Source: an optimization exercise on an open RTL-to-GDS flow (aim: small area, a short achievable clock period and few clock cycles). Production flows keep margins and buffers that such runs may drop. The RTL was checked by simulation tests, not by an equivalence proof against the original design. Power figures rest on the tool's default switching activity, not on a simulated workload.

### flow/config.mk
export PLATFORM = sky130hd
export DESIGN_NAME = mpt_core
export DESIGN_NICKNAME = mpt_core
export VERILOG_FILES = /design/flow/design.v
export SDC_FILE = /design/flow/constraint.sdc
export NUM_CORES = 4
export LEC_CHECK = 0
export CAP_MARGIN = 20
export CORE_MARGIN = 2
export CORE_UTILIZATION = 40
export SETUP_SLACK_MARGIN = 5
export SLEW_MARGIN = 20
### flow/constraint.sdc
create_clock -name core_clock -period 12.0 [get_ports {clk}]
set_input_delay 2.4000 -clock core_clock [delete_from_list [all_inputs] [get_ports {clk}]]
set_output_delay 2.4000 -clock core_clock [all_outputs]
set_load 0.01 [all_outputs]
### flow/run.sh
#!/bin/bash
# synth_recipe.tcl (not shown) runs the flow's synth.tcl, then flattens the netlist and writes it again
# the make line also repeats each setting of config.mk as NAME=value (left out here)
make -C /OpenROAD-flow-scripts/flow DESIGN_CONFIG=/design/flow/config.mk WORK_HOME=/design/flow/orfs CLKGATE_MAP_FILE= SYNTH_SCRIPT=/design/flow/synth_recipe.tcl finish
### flow/design.v
module mpt_core (
    input  wire        clk,
    input  wire        rst,         
    input  wire        bus_req,     
    input  wire        bus_we,      
    input  wire [20:0] bus_slot,    
    input  wire [63:0] bus_wdata,
    output reg  [63:0] bus_rdata,   
    output wire        irq
);
    localparam W        = 16;
    localparam DEPTH    = 32;
    localparam S_ID     = 21'h00;
    localparam S_CTRL   = 21'h01;
    localparam S_STATUS = 21'h02;
    localparam S_CMD    = 21'h03;
    localparam S_P      = 21'h04;
    localparam S_MPN    = 21'h05;
    localparam S_LMASK  = 21'h06;
    localparam S_ABASE  = 21'h07;
    localparam S_ALEN   = 21'h08;
    localparam S_CBASE  = 21'h09;
    localparam S_CLEN   = 21'h0A;
    localparam S_BVAL   = 21'h0B;
    localparam S_OPA    = 21'h0C;
    localparam S_OPB    = 21'h0D;
    localparam S_RLO    = 21'h0E;
    localparam S_RHI    = 21'h0F;
    localparam S_PASSES = 21'h10;
    localparam S_EINFO  = 21'h11;
    localparam OP_NOP   = 8'h00;
    localparam OP_KADD  = 8'h01;
    localparam OP_KSUB  = 8'h02;
    localparam OP_KMUL  = 8'h03;
    localparam OP_KODD  = 8'h04;
    localparam OP_ADDL  = 8'h10;
    localparam OP_SUBL  = 8'h11;
    localparam OP_SQR   = 8'h20;
    localparam OP_RED   = 8'h30;
    localparam OP_RPASS = 8'h31;
    localparam OP_MKMP  = 8'h32;
    localparam OP_CLR   = 8'h40;
    localparam E_ILLEGAL  = 3'd1;
    localparam E_BADOFF   = 3'd2;
    localparam E_BADP     = 3'd3;
    localparam E_LENGTH   = 3'd4;
    localparam E_RANGE    = 3'd5;
    localparam E_OVERLAP  = 3'd6;
    localparam E_CAPACITY = 3'd7;
    localparam T_KM    = 0;
    localparam T_LIN   = 1;
    localparam T_SQ    = 2;
    localparam T_RP    = 3;
    localparam T_RPF   = 4;
    localparam T_RINC  = 5;
    localparam T_FIN   = 6;
    localparam T_MK1   = 7;
    localparam T_MK2   = 8;
    localparam T_KODD  = 9;
    localparam NT      = 10;
    reg        capchk, ie;
    reg        busy, done, err, ovr, flag_c, flag_z;
    reg [2:0]  ecode;
    reg [15:0] cmd_word;
    reg [31:0] p_reg;
    reg [31:0] abase, alen, cbase, clen;
    reg [W-1:0] bval, opa, opb, rlo, rhi;
    reg [9:0]  passes;            
    reg [15:0] einfo;
    reg [W*DEPTH-1:0] lmv;         
    wire [W-1:0] lm [0:DEPTH-1];
    wire [DEPTH-1:0] nzv;          
    genvar g;
    generate
        for (g = 0; g < DEPTH; g = g + 1) begin : g_lm
            assign lm[g]  = lmv[W*g +: W];
            assign nzv[g] = |lmv[W*g +: W];
        end
    endgenerate
    wire        p_frac   = (p_reg[3:0] != 4'd0);
    wire [31:0] mpn      = {4'd0, p_reg[31:4]} + {31'd0, p_frac};      
    wire [5:0]  mpn6     = p_reg[9:4] + {5'd0, p_frac};               
    wire        mpn_big  = (p_reg[31:10] != 22'd0) || (p_reg[9] && p_reg[8:0] != 9'd0);    
    wire [3:0]  pm       = p_reg[3:0];
    wire [W-1:0] lmask   = (pm == 4'd0) ? {W{1'b1}} : (({{(W-1){1'b0}}, 1'b1} << pm) - 1'b1);
    wire [6:0]  a_end7 = {1'b0, abase[5:0]} + {1'b0, alen[5:0]};
    wire [6:0]  c_end7 = {1'b0, cbase[5:0]} + {1'b0, clen[5:0]};
    wire        a_out  = (abase[31:6] != 26'd0) || (alen[31:6] != 26'd0) || (a_end7 > 7'd32);
    wire        c_out  = (cbase[31:6] != 26'd0) || (clen[31:6] != 26'd0) || (c_end7 > 7'd32);
    wire        n_zero = (alen == 32'd0);
    wire        m_zero = (clen == 32'd0);
    wire        badp   = (p_reg[31:1] == 31'd0);
    wire        c_lt_2a  = {1'b0, clen} < {alen, 1'b0};
    wire        c_lt_mpn = (clen[31:28] == 4'd0) && (p_reg > {clen[27:0], 4'd0});
    wire        a_lt_mpn = (alen[31:28] == 4'd0) && (p_reg > {alen[27:0], 4'd0});
    wire        c_lt_a   = clen < alen;
    wire [5:0]  n6     = alen[5:0];
    wire [4:0]  a0     = abase[4:0];
    wire [4:0]  c0     = cbase[4:0];
    wire [5:0]  a_end6 = abase[5:0] + alen[5:0];
    wire [5:0]  c_end6 = cbase[5:0] + clen[5:0];
    wire        ovl    = ({1'b0, abase[5:0]} < {1'b0, c_end6}) && ({1'b0, cbase[5:0]} < {1'b0, a_end6});
    wire [5:0]  mpn_t  = mpn_big ? 6'd63 : (mpn6 - 6'd1);
    wire [10:0] p_off  = (p_reg[31:11] != 21'd0) ? 11'h7FF : p_reg[10:0];
    wire [4:0]  a0q    = a0 + p_reg[8:4];      
    wire [4:0]  a0p1   = a0 + 5'd1;
    wire host_wr  = bus_req && bus_we;
    wire host_rd  = bus_req && !bus_we;
    wire slot_lm  = (bus_slot[20:5] == 16'h1000);
    wire slot_reg = (bus_slot[20:5] == 16'h0000) && (bus_slot[4:0] <= 5'h11);
    wire [4:0] slot_idx = bus_slot[4:0];
    wire host_lm_we = host_wr && slot_lm && !busy;
    wire cmd_wr     = host_wr && (bus_slot == S_CMD) && !busy;
    wire accept     = cmd_wr && !err;
    wire [15:0] in_word = bus_wdata[15:0];
    wire        in_rsvx = (bus_wdata[63:16] != 48'd0);
    wire [7:0]  in_opc  = in_word[7:0];
    wire [5:0]  in_imm  = in_word[13:8];
    wire [2:0] e_lin  = n_zero ? E_LENGTH : (a_out ? E_RANGE : 3'd0);
    wire [2:0] e_sqr  = (n_zero || m_zero || c_lt_2a) ? E_LENGTH :
                        ((a_out || c_out) ? E_RANGE : (ovl ? E_OVERLAP : 3'd0));
    wire [2:0] e_red  = badp ? E_BADP : ((n_zero || m_zero || c_lt_mpn) ? E_LENGTH :
                        ((a_out || c_out) ? E_RANGE : (ovl ? E_OVERLAP : 3'd0)));
    wire [2:0] e_rps  = badp ? E_BADP : ((n_zero || m_zero || c_lt_a) ? E_LENGTH :
                        ((a_out || c_out) ? E_RANGE : (ovl ? E_OVERLAP : 3'd0)));
    wire [2:0] e_mkmp = badp ? E_BADP : ((m_zero || c_lt_mpn) ? E_LENGTH : (c_out ? E_RANGE : 3'd0));
    wire [2:0] e_clr  = m_zero ? E_LENGTH : (c_out ? E_RANGE : 3'd0);
    reg        known;
    reg [2:0]  chk_err;
    always @(*) begin
        case (in_opc)
            OP_NOP, OP_KADD, OP_KSUB, OP_KMUL, OP_KODD, OP_ADDL, OP_SUBL,
            OP_SQR, OP_RED, OP_RPASS, OP_MKMP, OP_CLR: known = 1'b1;
            default: known = 1'b0;
        endcase
        if (in_rsvx || in_word[15:14] != 2'b00 || !known ||
            (in_opc != OP_KODD && in_imm != 6'd0))
            chk_err = E_ILLEGAL;
        else begin
            case (in_opc)
                OP_KODD:          chk_err = (in_imm >= W) ? E_BADOFF : 3'd0;
                OP_ADDL, OP_SUBL: chk_err = e_lin;
                OP_SQR:           chk_err = e_sqr;
                OP_RED:           chk_err = e_red;
                OP_RPASS:         chk_err = e_rps;
                OP_MKMP:          chk_err = e_mkmp;
                OP_CLR:           chk_err = e_clr;
                default:          chk_err = 3'd0;
            endcase
        end
    end
    wire acc_ok  = accept && (chk_err == 3'd0);
    wire acc_red = acc_ok && (in_opc == OP_RED || in_opc == OP_RPASS);
    reg [NT-1:0] st;          
    reg [4:0]   p0a, p1a;     
    reg         sub_ok_q, sub_vq;
    reg         lwr;          
    reg [5:0]   ci;           
    reg         lv;           
    reg [5:0]   li;
    reg [4:0]   la;
    reg [W-1:0] lrd;
    reg         lcy;
    reg         acc_nz;
    reg [4:0]   sg, si, sj;   
    reg         sfirst, sact;
    reg [W-1:0] pf;           
    reg [W-1:0] ra, bl, bh;
    reg         dl, s1v, s1e, s1k;
    reg [4:0]   s1g;
    reg [48:0]  mps, mpc;     
    reg         s2v, s2e, s2k;
    reg [4:0]   s2g;
    reg [4:0]   s2wa;         
    reg [54:0]  acc;
    reg [5:0]   rp_i;
    reg [7:0]   rp_wi;
    reg         rp_act;
    reg         q_v, q_last, q_lo, q_tp;
    reg [5:0]   q_i;
    reg [4:0]   q_wa;
    reg [W-1:0] q_c0, q_w;
    reg [W-1:0] wl;
    reg         pass1, is_rp;
    reg [5:0]   plen;
    reg         ltop;
    reg [5:0]   tidx;
    reg [10:0]  off;
    reg         cy;
    reg         c0mp, cnz, lmp, lnz, l0ones, l0pm1, uones;
    reg [W-1:0] l0;
    reg [5:0]   nzlo;
    reg         r_v, r_last;
    reg [4:0]   r_wa;
    reg [W-1:0] r_out;
    reg         r_e, r_hib;
    reg         rw_act, rw_fill;
    reg [5:0]   rw_lo, rw_hi;
    wire [4:0] r0a = busy ? p0a : a0;
    wire [4:0] r1a = busy ? p1a : (host_rd ? slot_idx : (in_word[4] ? a0q : a0p1));
    wire [W-1:0] r0d = lm[r0a];
    wire [W-1:0] r1d = lm[r1a];
    wire [5:0] nq_lo = busy ? nzlo : ({1'b0, a0} + 6'd1);
    reg  [DEPTH-1:0] nq_m;
    integer k;
    always @(*) begin
        for (k = 0; k < DEPTH; k = k + 1)
            nq_m[k] = (k >= nq_lo) && (k < a_end6);
    end
    wire anynz = |(nzv & nq_m);
    wire [W-1:0] lin_op   = (li == 6'd0) ? bval : {{(W-1){1'b0}}, lcy};
    wire         lin_add  = (cmd_word[7:0] == OP_ADDL);
    wire [W:0]   lin_res  = lin_add ? ({1'b0, lrd} + {1'b0, lin_op}) : ({1'b0, lrd} - {1'b0, lin_op});
    wire         lin_last = (li == n6 - 6'd1);
    wire [W:0]   sub0     = {1'b0, r0d} - {1'b0, bval};
    wire [W:0]   k_add    = {1'b0, opa} + {1'b0, opb};
    wire [W:0]   k_sub    = {1'b0, opa} - {1'b0, opb};
    wire [2*W-1:0] fs_out = {q_w, wl} >> off[3:0];
    wire [32:0]  sq_b     = {bh, (dl ? {bl, 1'b0} : {1'b0, bl})};
    wire [48:0]  pp [0:15];
    generate
        for (g = 0; g < 16; g = g + 1) begin : g_pp
            assign pp[g] = {16'd0, sq_b & {33{ra[g]}}} << g;
        end
    endgenerate
    function [97:0] csa;
        input [48:0] x, y, z;
        begin
            csa = {((x & y) | (x & z) | (y & z)) << 1, x ^ y ^ z};
        end
    endfunction
    wire [97:0] t1a = csa(pp[0],  pp[1],  pp[2]);
    wire [97:0] t1b = csa(pp[3],  pp[4],  pp[5]);
    wire [97:0] t1c = csa(pp[6],  pp[7],  pp[8]);
    wire [97:0] t1d = csa(pp[9],  pp[10], pp[11]);
    wire [97:0] t1e = csa(pp[12], pp[13], pp[14]);
    wire [97:0] t2a = csa(t1a[48:0],  t1a[97:49], t1b[48:0]);
    wire [97:0] t2b = csa(t1b[97:49], t1c[48:0],  t1c[97:49]);
    wire [97:0] t2c = csa(t1d[48:0],  t1d[97:49], t1e[48:0]);
    wire [97:0] t3a = csa(t2a[48:0],  t2a[97:49], t2b[48:0]);
    wire [97:0] t3b = csa(t2b[97:49], t2c[48:0],  t2c[97:49]);
    wire [97:0] t4a = csa(t3a[48:0],  t3a[97:49], t3b[48:0]);
    wire [97:0] t4b = csa(t3b[97:49], t1e[97:49], pp[15]);
    wire [97:0] t5a = csa(t4a[48:0],  t4a[97:49], t4b[48:0]);
    wire [97:0] t6a = csa(t5a[48:0],  t5a[97:49], t4b[97:49]);
    wire [54:0]  sq_tot   = acc + {6'd0, mps} + {6'd0, mpc};
    wire         s_diag   = (si == sg);
    wire [4:0]   ng       = sg + 5'd1;
    wire [5:0]   ng2p1    = {ng, 1'b1};                  
    wire [5:0]   nilo6    = (ng2p1 > n6) ? (ng2p1 - n6) : 6'd0;    
    wire [4:0]   nsi      = s_diag ? nilo6[4:0] : (si + 5'd1);
    wire [4:0]   nsj      = s_diag ? ({ng[3:0], 1'b0} - nilo6[4:0]) : (sj - 5'd1);
    wire [4:0]   nsg      = s_diag ? ng : sg;
    wire         n_diag   = (nsi == nsg);
    wire [5:0]   npf6     = {nsg, 1'b1} + 6'd2;           
    wire         s_pfok   = ({sg, 1'b1} + 6'd2) < n6;     
    wire [W-1:0] m_c0   = q_lo ? {W{1'b1}} : (q_tp ? lmask : {W{1'b0}});    
    wire [W-1:0] m_cv   = is_rp ? {W{1'b1}} : m_c0;
    wire [W-1:0] pcv    = fs_out[W-1:0] & m_cv;
    wire [W-1:0] pc0m   = q_c0 & m_c0;
    wire [W:0]   pu     = {1'b0, pc0m} + {1'b0, pcv} + {{W{1'b0}}, cy};
    wire [W-1:0] pout   = pu[W-1:0] & m_cv;
    wire         pe     = (!is_rp && q_tp && pm != 4'd0) ? pu[pm] : pu[W];
    wire         phib   = |(fs_out & {{W{1'b1}}, ~lmask});
    wire         d_X    = ltop & (r_hib | anynz);
    wire         d_H    = d_X | r_e;
    wire [11:0]  off_nx = {1'b0, off} + {1'b0, p_off};
    wire [10:0]  off_n  = off_nx[11] ? 11'h7FF : off_nx[10:0];
    function [5:0] nz_from;
        input [4:0] b;
        input [6:0] li;
        input [5:0] len;
        reg   [8:0] s;
        begin
            s = {4'd0, b} + {2'd0, li} + {3'd0, len} + 9'd1;
            nz_from = (s > 9'd32) ? 6'd32 : s[5:0];
        end
    endfunction
    wire [4:0] rs = bus_slot[4:0];
    wire       rz = (bus_slot[20:5] == 16'h0000);
    wire [31:0] rd_lo =
          ({32{rz && rs == 5'h00}} & 32'h4D50_0110)
        | ({32{rz && rs == 5'h01}} & {30'd0, ie, capchk})
        | ({32{rz && rs == 5'h02}} & {21'd0, ecode, 2'b00, flag_z, flag_c, ovr, err, done, busy})
        | ({32{rz && rs == 5'h03}} & {16'd0, cmd_word})
        | ({32{rz && rs == 5'h04}} & p_reg)
        | ({32{rz && rs == 5'h05}} & mpn)
        | ({32{rz && rs == 5'h06}} & {16'd0, lmask})
        | ({32{rz && rs == 5'h07}} & abase)
        | ({32{rz && rs == 5'h08}} & alen)
        | ({32{rz && rs == 5'h09}} & cbase)
        | ({32{rz && rs == 5'h0A}} & clen)
        | ({32{rz && rs == 5'h0B}} & {16'd0, bval})
        | ({32{rz && rs == 5'h0C}} & {16'd0, opa})
        | ({32{rz && rs == 5'h0D}} & {16'd0, opb})
        | ({32{rz && rs == 5'h0E}} & {16'd0, rlo})
        | ({32{rz && rs == 5'h0F}} & {16'd0, rhi})
        | ({32{rz && rs == 5'h10}} & {22'd0, passes})
        | ({32{rz && rs == 5'h11}} & {16'd0, einfo})
        | ({32{slot_lm}} & {16'd0, r1d});
    wire [63:0] rd_val = {26'd0, rz && rs == 5'h00, 5'd0, rd_lo};
    assign irq = ie && (done || err);
    reg          dwe, dw2;
    reg [4:0]    dw_a;
    reg [W-1:0]  dw_lo, dw_hi;
    always @(*) begin
        dwe = 1'b0; dw2 = 1'b0; dw_a = r_wa; dw_lo = r_out; dw_hi = r_out;
        if (st[T_LIN]) begin
            dwe = lv && lwr; dw_a = la; dw_lo = lin_res[W-1:0]; dw_hi = lin_res[W-1:0];
        end
        if (st[T_SQ]) begin
            dwe = s2v && s2e; dw2 = 1'b1; dw_a = s2wa; dw_lo = sq_tot[W-1:0]; dw_hi = sq_tot[2*W-1:W];
        end
        if (st[T_RP]) begin
            dwe = r_v;
        end
        if (st[T_RINC]) begin
            dwe = 1'b1; dw_a = c0; dw_lo = l0 + 1'b1; dw_hi = l0 + 1'b1;
        end
        if (st[T_MK2]) begin
            dwe = 1'b1; dw_a = c0 + mpn6[4:0] - 5'd1; dw_lo = lmask; dw_hi = lmask;
        end
    end
    wire [4:0] dw_b = dw_a + 5'd1;
    wire       dw_sw = dw_a[0];                
    wire       rg_busy = busy && rw_act;
    wire [5:0] c0_mpn  = {1'b0, c0} + mpn6;
    wire [5:0] c0_n    = {1'b0, c0} + n6;
    wire [5:0] rg_lo   = busy ? rw_lo : (in_opc[0] ? c0_n : c0_mpn);
    wire [5:0] rg_hi   = busy ? rw_hi : c_end6;
    wire       rg_on   = rg_busy || acc_red;
    reg  [DEPTH-1:0] rg_m;
    always @(*) begin
        for (k = 0; k < DEPTH; k = k + 1)
            rg_m[k] = (k >= rg_lo) && (k < rg_hi);
    end
    wire acc_subl = acc_ok && (in_opc == OP_SUBL) && sub_vq && sub_ok_q;
    wire [W-1:0] idle_wd = in_word[5] ? {W{1'b0}} : sub0[W-1:0];
    wire [W-1:0] wd_e = host_lm_we ? bus_wdata[W-1:0] :
                        !busy      ? idle_wd :
                        rg_busy    ? {W{rw_fill}} :
                        (dw_sw ? dw_hi : dw_lo);
    wire [W-1:0] wd_o = host_lm_we ? bus_wdata[W-1:0] :
                        !busy      ? idle_wd :
                        rg_busy    ? {W{rw_fill}} :
                        (dw_sw ? dw_lo : dw_hi);
    generate
        for (g = 0; g < DEPTH; g = g + 1) begin : g_lmw
            wire we = (host_lm_we && slot_idx == g) ||
                      (acc_subl && a0 == g) ||
                      (rg_on && rg_m[g]) ||
                      (busy && dwe && (dw_a == g || (dw2 && dw_b == g)));
            always @(posedge clk)
                if (we) lmv[W*g +: W] <= (g % 2 == 0) ? wd_e : wd_o;
        end
    endgenerate
    always @(posedge clk) begin
        if (host_rd)
            bus_rdata <= rd_val;
        sub_ok_q <= !sub0[W];
        sub_vq   <= !busy && !cmd_wr && !(host_wr && (bus_slot == S_ABASE || bus_slot == S_BVAL || slot_lm));
        mps <= t6a[48:0];
        mpc <= t6a[97:49];
        s2v <= s1v; s2e <= s1e; s2k <= s1k; s2g <= s1g;
        s2wa <= c0 + {s1g[3:0], 1'b0};
        s1v <= 1'b0;
        s1k <= 1'b0;
        rw_act <= 1'b0;
        r_v <= 1'b0;
        r_last <= 1'b0;
        if (host_wr) begin
            if (bus_slot == S_STATUS) begin
                if (bus_wdata[1]) done <= 1'b0;
                if (bus_wdata[2]) begin err <= 1'b0; ecode <= 3'd0; end
                if (bus_wdata[3]) ovr <= 1'b0;
            end else if (busy) begin
                if (slot_reg || slot_lm) ovr <= 1'b1;
            end else begin
                case (bus_slot)
                    S_CTRL:  begin capchk <= bus_wdata[0]; ie <= bus_wdata[1]; end
                    S_CMD:   if (err) ovr <= 1'b1;
                    S_P:     p_reg <= bus_wdata[31:0];
                    S_ABASE: abase <= bus_wdata[31:0];
                    S_ALEN:  alen  <= bus_wdata[31:0];
                    S_CBASE: cbase <= bus_wdata[31:0];
                    S_CLEN:  clen  <= bus_wdata[31:0];
                    S_BVAL:  bval  <= bus_wdata[W-1:0];
                    S_OPA:   opa   <= bus_wdata[W-1:0];
                    S_OPB:   opb   <= bus_wdata[W-1:0];
                    default: ;
                endcase
            end
        end
        if (accept) begin
            cmd_word <= in_word;
            done     <= 1'b0;
            if (chk_err != 3'd0) begin
                err <= 1'b1; ecode <= chk_err; einfo <= in_word;
            end else begin
                case (in_opc)
                    OP_NOP: done <= 1'b1;
                    OP_KADD: begin
                        rlo <= k_add[W-1:0]; rhi <= {{(W-1){1'b0}}, k_add[W]};
                        done <= 1'b1;
                    end
                    OP_KSUB: begin
                        rlo <= k_sub[W-1:0]; rhi <= {{(W-1){1'b0}}, k_sub[W]};
                        done <= 1'b1;
                    end
                    OP_KODD: begin
                        busy <= 1'b1; st <= (1 << T_KODD);
                        q_w <= opb; wl <= opa; off <= {7'd0, in_imm[3:0]};
                    end
                    OP_KMUL: begin
                        busy <= 1'b1; st <= (1 << T_KM);
                        ra <= opa; bl <= opb; bh <= {W{1'b0}}; dl <= 1'b0;
                        s1k <= 1'b1;
                        acc <= 55'd0;
                    end
                    OP_ADDL, OP_SUBL: begin
                        ci <= 6'd0; lv <= 1'b0; lwr <= 1'b0; lcy <= 1'b0; acc_nz <= 1'b0; p0a <= a0;
                        if (in_opc == OP_SUBL && sub_vq && sub_ok_q) begin
                            flag_c <= 1'b0;
                            flag_z <= (sub0[W-1:0] == {W{1'b0}}) && !anynz;
                            done   <= 1'b1;
                        end else begin
                            busy <= 1'b1; st <= (1 << T_LIN);
                        end
                    end
                    OP_SQR: begin
                        busy <= 1'b1; st <= (1 << T_SQ);
                        flag_c <= 1'b0;
                        flag_z <= (r0d == {W{1'b0}}) && !anynz;
                        pf <= (n6 != 6'd1) ? r1d : {W{1'b0}};
                        sg <= 5'd0; si <= 5'd0; sj <= 5'd0;
                        sfirst <= 1'b1; sact <= 1'b1;
                        p0a <= a0; p1a <= a0 + 5'd3;
                        acc <= 55'd0;
                        rw_act <= 1'b1; rw_fill <= 1'b0;
                        rw_lo <= {1'b0, c0} + {n6[4:0], 1'b0}; rw_hi <= c_end6;
                    end
                    OP_RED, OP_RPASS: begin
                        busy <= 1'b1; st <= (1 << T_RP);
                        is_rp <= (in_opc == OP_RPASS);
                        pass1 <= 1'b1;
                        plen <= (in_opc == OP_RPASS) ? n6 : mpn6;
                        ltop <= (in_opc == OP_RPASS) ? !a_lt_mpn : 1'b1;
                        tidx <= mpn_t;
                        off <= p_off;
                        wl  <= (p_off[10:4] < {1'b0, n6}) ? r1d : {W{1'b0}};
                        rp_i <= 6'd0; rp_act <= 1'b1;
                        rp_wi <= {1'b0, p_off[10:4]} + 8'd1;
                        p0a <= a0; p1a <= a0q + 5'd1;
                        q_v <= 1'b0;
                        cy <= 1'b0;
                        c0mp <= 1'b1; cnz <= 1'b0; lmp <= 1'b1; lnz <= 1'b0; uones <= 1'b1;
                        nzlo <= nz_from(a0, p_off[10:4], mpn6);
                    end
                    OP_MKMP: begin
                        busy <= 1'b1; st <= (1 << T_MK1);
                        rw_act <= 1'b1; rw_fill <= 1'b1;
                        rw_lo <= {1'b0, c0}; rw_hi <= {1'b0, c0} + mpn6 - 6'd1;
                    end
                    default: begin    
                        busy <= 1'b1; st <= (1 << T_FIN);
                        rw_act <= 1'b1; rw_fill <= 1'b0;
                        rw_lo <= {1'b0, c0}; rw_hi <= c_end6;
                    end
                endcase
            end
        end
        if (st[T_KODD]) begin
            rlo <= fs_out[W-1:0]; rhi <= {W{1'b0}};
            busy <= 1'b0; done <= 1'b1; st <= {NT{1'b0}};
        end
        if (st[T_KM] && s2k) begin
            rlo <= sq_tot[W-1:0]; rhi <= sq_tot[2*W-1:W];
            busy <= 1'b0; done <= 1'b1; st <= {NT{1'b0}};
        end
        if (st[T_LIN]) begin
            lv <= (ci < n6);
            if (ci < n6) begin
                lrd <= r0d; li <= ci; la <= p0a;
                ci <= ci + 6'd1; p0a <= p0a + 5'd1;
            end
            if (lv) begin
                lcy <= lin_res[W];
                if (lwr && lin_res[W-1:0] != {W{1'b0}}) acc_nz <= 1'b1;
                if (lin_last) begin
                    if (!lwr) begin
                        if (lin_res[W] && capchk) begin
                            busy <= 1'b0; err <= 1'b1; ecode <= E_CAPACITY; einfo <= cmd_word;
                            st <= {NT{1'b0}};
                        end else begin
                            lwr <= 1'b1; ci <= 6'd0; p0a <= a0; lv <= 1'b0; lcy <= 1'b0;
                        end
                    end else begin
                        flag_c <= lin_res[W];
                        flag_z <= !(acc_nz || (lin_res[W-1:0] != {W{1'b0}}));
                        busy <= 1'b0; done <= 1'b1; st <= {NT{1'b0}};
                    end
                end
            end
        end
        if (st[T_SQ]) begin
            if (sact) begin
                ra <= r0d;
                bl <= s_diag ? r0d : r1d;
                bh <= sfirst ? pf : bl;
                dl <= !s_diag;
                s1v <= 1'b1; s1e <= s_diag; s1g <= sg;
                if (s_diag) begin
                    pf <= s_pfok ? r1d : {W{1'b0}};
                    if (ng == n6[4:0]) sact <= 1'b0;
                end
                sg <= nsg; si <= nsi; sj <= nsj;
                sfirst <= s_diag;
                p0a <= a0 + nsi;
                p1a <= n_diag ? (a0 + npf6[4:0]) : (a0 + nsj);
            end
            if (s2v) begin
                if (s2e) begin
                    acc <= {32'd0, sq_tot[54:32]};
                    if (s2g == n6[4:0] - 5'd1) begin
                        busy <= 1'b0; done <= 1'b1; st <= {NT{1'b0}};
                    end
                end else
                    acc <= sq_tot;
            end
        end
        if (st[T_RP]) begin
            q_v <= rp_act;
            if (rp_act) begin
                q_c0  <= (pass1 && !(rp_i < n6)) ? {W{1'b0}} : r0d;
                q_w   <= (rp_wi < {2'b0, n6}) ? r1d : {W{1'b0}};
                q_i   <= rp_i;
                q_lo  <= (rp_i < tidx);
                q_tp  <= (rp_i == tidx);
                q_last <= (rp_i == plen - 6'd1);
                q_wa  <= c0 + rp_i[4:0];
                rp_i  <= rp_i + 6'd1;
                rp_wi <= rp_wi + 8'd1;
                p0a   <= p0a + 5'd1;
                p1a   <= p1a + 5'd1;
                if (rp_i == plen - 6'd1) rp_act <= 1'b0;
            end
            if (q_v) begin
                wl <= q_w;
                cy <= pu[W];
                if (pc0m != m_c0) c0mp <= 1'b0;
                if (pcv != {W{1'b0}}) cnz <= 1'b1;
                if (pout != m_c0) lmp <= 1'b0;
                if (pout != {W{1'b0}}) lnz <= 1'b1;
                if (q_i == 6'd0) begin
                    l0 <= pout; l0ones <= (pout == m_c0); l0pm1 <= (pout == m_c0 - 1'b1);
                end else if (pout != m_c0)
                    uones <= 1'b0;
                r_v <= 1'b1; r_last <= q_last; r_wa <= q_wa; r_out <= pout;
                r_e <= pe; r_hib <= phib;
            end
            if (r_last) begin
                if (pass1 && !is_rp && !(cnz || d_X || (c0mp && ltop))) begin
                    passes <= 10'd0;
                    flag_c <= 1'b0; flag_z <= !lnz;
                    busy <= 1'b0; done <= 1'b1; st <= {NT{1'b0}};
                end else begin
                    passes <= pass1 ? 10'd1 : passes + 10'd1;
                    if ((lmp && ltop) && (is_rp || !d_H)) begin
                        rw_act <= 1'b1; rw_fill <= 1'b0;
                        rw_lo <= {1'b0, c0}; rw_hi <= {1'b0, c0} + plen;
                        flag_c <= 1'b0; flag_z <= 1'b1;
                        st <= (1 << T_FIN);
                    end else if (is_rp || !d_H) begin
                        flag_c <= 1'b0; flag_z <= !lnz;
                        busy <= 1'b0; done <= 1'b1; st <= {NT{1'b0}};
                    end else if (!d_X && !l0ones) begin
                        st <= (1 << T_RINC);
                    end else begin
                        off <= off_n;
                        p1a <= a0 + off_n[8:4];
                        cy  <= r_e;
                        st <= (1 << T_RPF);
                    end
                end
            end
        end
        if (st[T_RPF]) begin
            wl  <= (off[10:4] < {1'b0, n6}) ? r1d : {W{1'b0}};
            rp_wi <= {1'b0, off[10:4]} + 8'd1;
            p1a <= p1a + 5'd1;
            p0a <= c0;
            rp_i <= 6'd0; rp_act <= 1'b1;
            pass1 <= 1'b0;
            c0mp <= 1'b1; cnz <= 1'b0; lmp <= 1'b1; lnz <= 1'b0; uones <= 1'b1;
            nzlo <= nz_from(a0, off[10:4], plen);
            st <= (1 << T_RP);
        end
        if (st[T_RINC]) begin
            passes <= passes + 10'd1;
            flag_c <= 1'b0;
            if (uones && l0pm1) begin
                rw_act <= 1'b1; rw_fill <= 1'b0;
                rw_lo <= {1'b0, c0}; rw_hi <= {1'b0, c0} + plen;
                flag_z <= 1'b1;
                st <= (1 << T_FIN);
            end else begin
                flag_z <= 1'b0;
                busy <= 1'b0; done <= 1'b1; st <= {NT{1'b0}};
            end
        end
        if (st[T_MK1]) st <= (1 << T_MK2);
        if (st[T_MK2]) begin
            rw_act <= 1'b1; rw_fill <= 1'b0;
            rw_lo <= {1'b0, c0} + mpn6; rw_hi <= c_end6;
            flag_c <= 1'b0; flag_z <= 1'b0;
            st <= (1 << T_FIN);
        end
        if (st[T_FIN]) begin
            if (cmd_word[7:0] == OP_CLR) begin
                flag_c <= 1'b0; flag_z <= 1'b1;
            end
            busy <= 1'b0; done <= 1'b1; st <= {NT{1'b0}};
        end
        if (rst) begin
            capchk   <= 1'b1;  ie     <= 1'b0;
            busy     <= 1'b0;  done   <= 1'b0;  err <= 1'b0;  ovr <= 1'b0;
            flag_c   <= 1'b0;  flag_z <= 1'b0;  ecode <= 3'd0;
            cmd_word <= 16'd0;
            p_reg    <= 32'd0;
            abase    <= 32'd0; alen <= 32'd0; cbase <= 32'd0; clen <= 32'd0;
            bval     <= {W{1'b0}}; opa <= {W{1'b0}}; opb <= {W{1'b0}};
            rlo      <= {W{1'b0}}; rhi <= {W{1'b0}};
            passes   <= 10'd0; einfo <= 16'd0;
            st       <= {NT{1'b0}};
        end
    end
endmodule
==> flow_metrics.tcl <==
set metrics [dict create \
    status "no timing/DRC/antenna violations" \
    p_leak_nw 41.0 \
    fp-row-count 179 \
    synth-seq-cells 1318 \
    synth-xor-area-share_pct 2.84 \
    routed_via_density 7.13 \
    intPower_mw 7.82 \
    grt_pass1_vias 91407 \
    dr.pass1.iters 12 \
    rsz0062_at_grt "yes" \
    vias 99910 \
    cts_root_buf "clkbuf_16" \
    largest_reg_flops 512 \
    clock_path_buffers 3 \
    synth_top_family_by_area "compound AO/OA/AOI/OAI gates" \
    path_cells "clkdlybuf4s50_1 -> nand2b_1 -> inv_2 -> buf_6 -> o311ai_2 -> and2_1 -> a21oi_2 -> and3_2 -> buf_4 -> a22oi_1 -> and3_1 -> nand4_1 -> o22a_1 -> nand2_1 -> nand4_1" \
    drc 0 \
    synth_compound_area_share_pct 19.7 \
    clkPwrFrac_pct 50.7 \
    syn_to_final_growth_pct 14.0 \
    hold_viol 0 \
    critPathLaunch "bus_we" \
    cp.required_ns 12.75 \
    maxCapViolations 0 \
    avgSynthCellArea_um2 9.10 \
    skew_ns 0.0750 \
    cp-end-kind "flip-flop" \
    min_path_cells 0 \
    drive_gt1_share_pct 9.75 \
    largest-register "lmv" \
    r2r_slack_ns 4.90 \
    dpl_cell_area_mm2 0.102 \
    cts_sinks 1318 \
    h-tree-depth 4 \
    synth_cells 10511 \
    seq_area_frac_synth_pct 34.6 \
    max_clock_freq_mhz 138 \
    grt_max_degree 90 \
    path_class "primary input to flip-flop" \
    dieArea_mm2 0.243 \
    pre_cts_ws_ns 3.32 \
    pwr-share-comb_pct 4.4 \
    tritoncts "done" \
    synth-simple-area-share_pct 17.9 \
    whs_ns 0.340 \
    slew_viol_final 0 \
    num-nets-final 11713 \
    dp_hpwl_mm 476 \
    path_depth 15 \
    ys_warn_count 1 \
    setup_ws_ns 4.77 \
    syn_area_mm2 0.0956 \
    cp.buffers_inverters 4 \
    r2r-end "lmv[239]$_DFFE_PP_" \
    reg_top3 "lmv: 512 flops, acc: 55 flops, mps: 48 flops" \
    p_sw_mw 2.67 \
    p_per_area_mw_per_mm2 96.2 \
    period_needed_ns 7.23 \
    crit_top_cell "nand4_1" \
    synthMuxAreaShare_pct 2.44 \
    path_max_fanout 42 \
    drt_iter0_drc 20008 \
    hold_class "flip-flop to flip-flop" \
    place_congestion 1.24 \
    initial_core_util_pct 40.2 \
    stdcell_area_mm2 0.109 \
    relSlewSlack_pct 7.11 \
    ys_async_sr_fraction_pct 0 \
    crit_family "compound AO/OA/AOI/OAI gates" \
    final_util_pct 45.8 \
    io_buffers 122 \
    r2r-start "abase[3]$_SDFFE_PP0P_" \
    totalWireLength_mm 619 \
    ioPinCount 154 \
    arrival_ns 7.98 \
    vdd_ir_drop_max_v 0.000141 \
    synth-main-ff-cell "edfxtp_1" \
    synthAdderAreaFrac_pct 17.1 \
    ctsHoldBuffers 0 \
    numCtsBuffers 158 \
    synth_edf_count 671 \
    crit_path_max_incr_delay_ns 0.97 \
    cp-endpoint "bus_rdata[11]$_DFFE_PP_" \
    ant_nets 0 \
    synth_cell_types 108 \
    tns_ns 0 \
    min_period_over_period_pct 60.2 \
    antenna_found_initial 124 \
    critPathSlowestCell "a21oi_2" \
    reg2reg_depth 24 \
    startpoint_type "primary input" \
    core_area_mm2 0.238 \
    path_clk_slew_ns 0.07 \
    power_frac_seq_pct 44.9 \
    grt_pass1_wl_mm 814 \
    gr-usage-all-layers_pct 49.2 \
    die_w_um 493 \
    die_y_um 493 \
    switching_share_pct 25.4 \
    wl_per_cell_um 44.1 \
    setup_viol 0 \
    clock_latency_ns 0.90 \
    grt_overflow 0 \
    worst_pin_slew_ns 1.39 \
]
cell usage in the layout (no fill, tap or decap), types with 107 or more instances in the layout:
master,instances
nor2_1,600
a21o_1,121
fa_1,512
nor4_1,193
ha_1,482
nor2b_1,123
nand2_1,1212
mux2i_1,166
dfxtp_1,625
a21oi_1,768
inv_1,667
buf_4,411
nand3_1,269
clkdlybuf4s50_1,117
xnor2_1,177
xor2_1,129
nand4_1,148
a22oi_1,272
edfxtp_1,671
a22o_1,107
clkbuf_16,163
nor3_1,143
o21ai_0,417
o22ai_1,111
and2_1,420
worst min path at each step:
| stage | from | end | slack (ns) |
|---|---|---|---|
| global route | s1k$_SDFF_PP0_ | s2k$_DFF_P_ | 0.35 |
| finish | s1k$_SDFF_PP0_ | s2k$_DFF_P_ | 0.34 |
| CTS | s1k$_SDFF_PP0_ | s2k$_DFF_P_ | 0.34 |
| global placement | s1v$_SDFF_PN0_ | s2v$_DFF_P_ | 0.31 |
| detailed placement | s1k$_SDFF_PP0_ | s2k$_DFF_P_ | 0.33 |
| floorplan | s1k$_SDFF_PP0_ | s2k$_DFF_P_ | 0.31 |
layout make-up:
cell class / count / area (um^2)
Tap cell: 3167 / 3960
Timing Repair Buffer: 570 / 4900
Sequential cell: 1318 / 33100
Inverter: 679 / 2560
Multi-Input combinational cell: 7902 / 58700
Clock inverter: 99 / 1270
Clock buffer: 196 / 4280
Fill cell: 22589 / 129000
Antenna cell: 91 / 228
cell usage after synthesis, drive strengths merged, types with 118 or more instances:
cell type     n  share of area, %
nand2      1220               4.8
a21oi       778               4.1
inv         674               2.6
edfxtp      671                21
dfxtp       647                14
nor2        642               2.5
fa          512                11
clkbuf      509               2.0
ha          483               6.3
o21ai       467               2.4
and2        424               2.8
a22oi       274               2.2
nand3       273               1.4
nor4        209               1.4
xnor2       178               1.6
mux2i       170               1.8
nor3        161              0.85
nand4       149              0.98
buf         133              0.76
xor2        131               1.2
nor2b       123              0.80
a21o        121              0.95
o22ai       118              0.78
metrics by stage:
step / power (mW) / std cells
floorplan: 4.95 / 10541
global placement: 5.22 / 13593
detailed placement: 5.22 / 13599
CTS: 10.4 / 13923
global route: 10.6 / 13966
finish: 10.5 / 14022
worst register-to-register path, stage by stage (launching register included):
cell and delay, ns:
dfxtp_1 0.31, buf_4 0.23, nand2b_1 0.36, o21ai_4 0.19, buf_4 0.48, buf_6 0.48, nand2_1 0.17, buf_4 0.29
o22ai_1 0.74, a211oi_1 0.17, o21ai_0 0.23, o22ai_2 0.15, buf_4 0.21, inv_1 0.14, ha_1 0.30, a21oi_1 0.23
a211oi_1 0.10, o2111a_1 0.30, a2111oi_4 0.45, nand2b_1 0.16, a21oi_1 0.07, xor2_1 0.14, a21boi_0 0.27, o22ai_1 0.16
or2_4 0.42
layer usage:
layer / vias to the layer above / part of all wire (%) / global-route usage, %
met5: - / 0.75 / 12.0
met3: 2007 / 18 / 30.3
met1: 49943 / 38 / 63.1
met4: 98 / 6.2 / 23.5
li1: 38463 / - / -
met2: 9399 / 37 / 62.6
power by group through the flow:
stage,registers (mW),logic [mW],clock network [mW]
after CTS,4.71,0.424,5.28
after global placement,4.81,0.416,0
after detailed placement,4.81,0.415,0
final,4.71,0.459,5.32
after global routing,4.71,0.442,5.43
after floorplan,4.81,0.148,0
what timing repair did:
item                                    4_1_cts  5_1_grt
buffers inserted                             29        5
endpoints found under the setup margin      722      640
pin swaps                                    12        6
cloned                                        0        0
resized for setup                            52       47
cell families after synthesis:
kind of cell,after synthesis
and+or+nand+nor,3534
AOI/OAI and AO/OA,2813
buffers and inverters,1321
DFF,1318
adders and majority gates,997
xor gates and xnor gates,309
muxes,218
other,1
Testbench counts, summed over its fixed seeds: cycles 90,912.

separate check: timing with driven ports:
In the flow no input, the clock included, has a driving cell. The finished layout below was timed again as built, in two steps. Step 1 (the two cells are an assumption about what drives the block):
set clk [get_ports {clk}]
set_driving_cell -lib_cell sky130_fd_sc_hd__clkbuf_16 $clk
set_driving_cell -lib_cell sky130_fd_sc_hd__buf_2 [delete_from_list [all_inputs] $clk]
Step 2 adds t to the input delays and takes it off the output delays; t is the mean of the earliest and latest rising clock arrival at the registers after step 1. Input paths then give back, and output paths get back, about the clock's delay inside the block. Three values: ideal, step 1, step 2; two values: the first two.
t (ns): 0.953
setup WS [ns]: 4.771 / 4.719 / 3.766
latest minus earliest clock arrival (ns): 0.076 / 0.076
After both steps setup and hold are still met in this run. For this run, drivers alone change the setup slack by -0.052 ns; drivers and shift together by -1.005 ns.
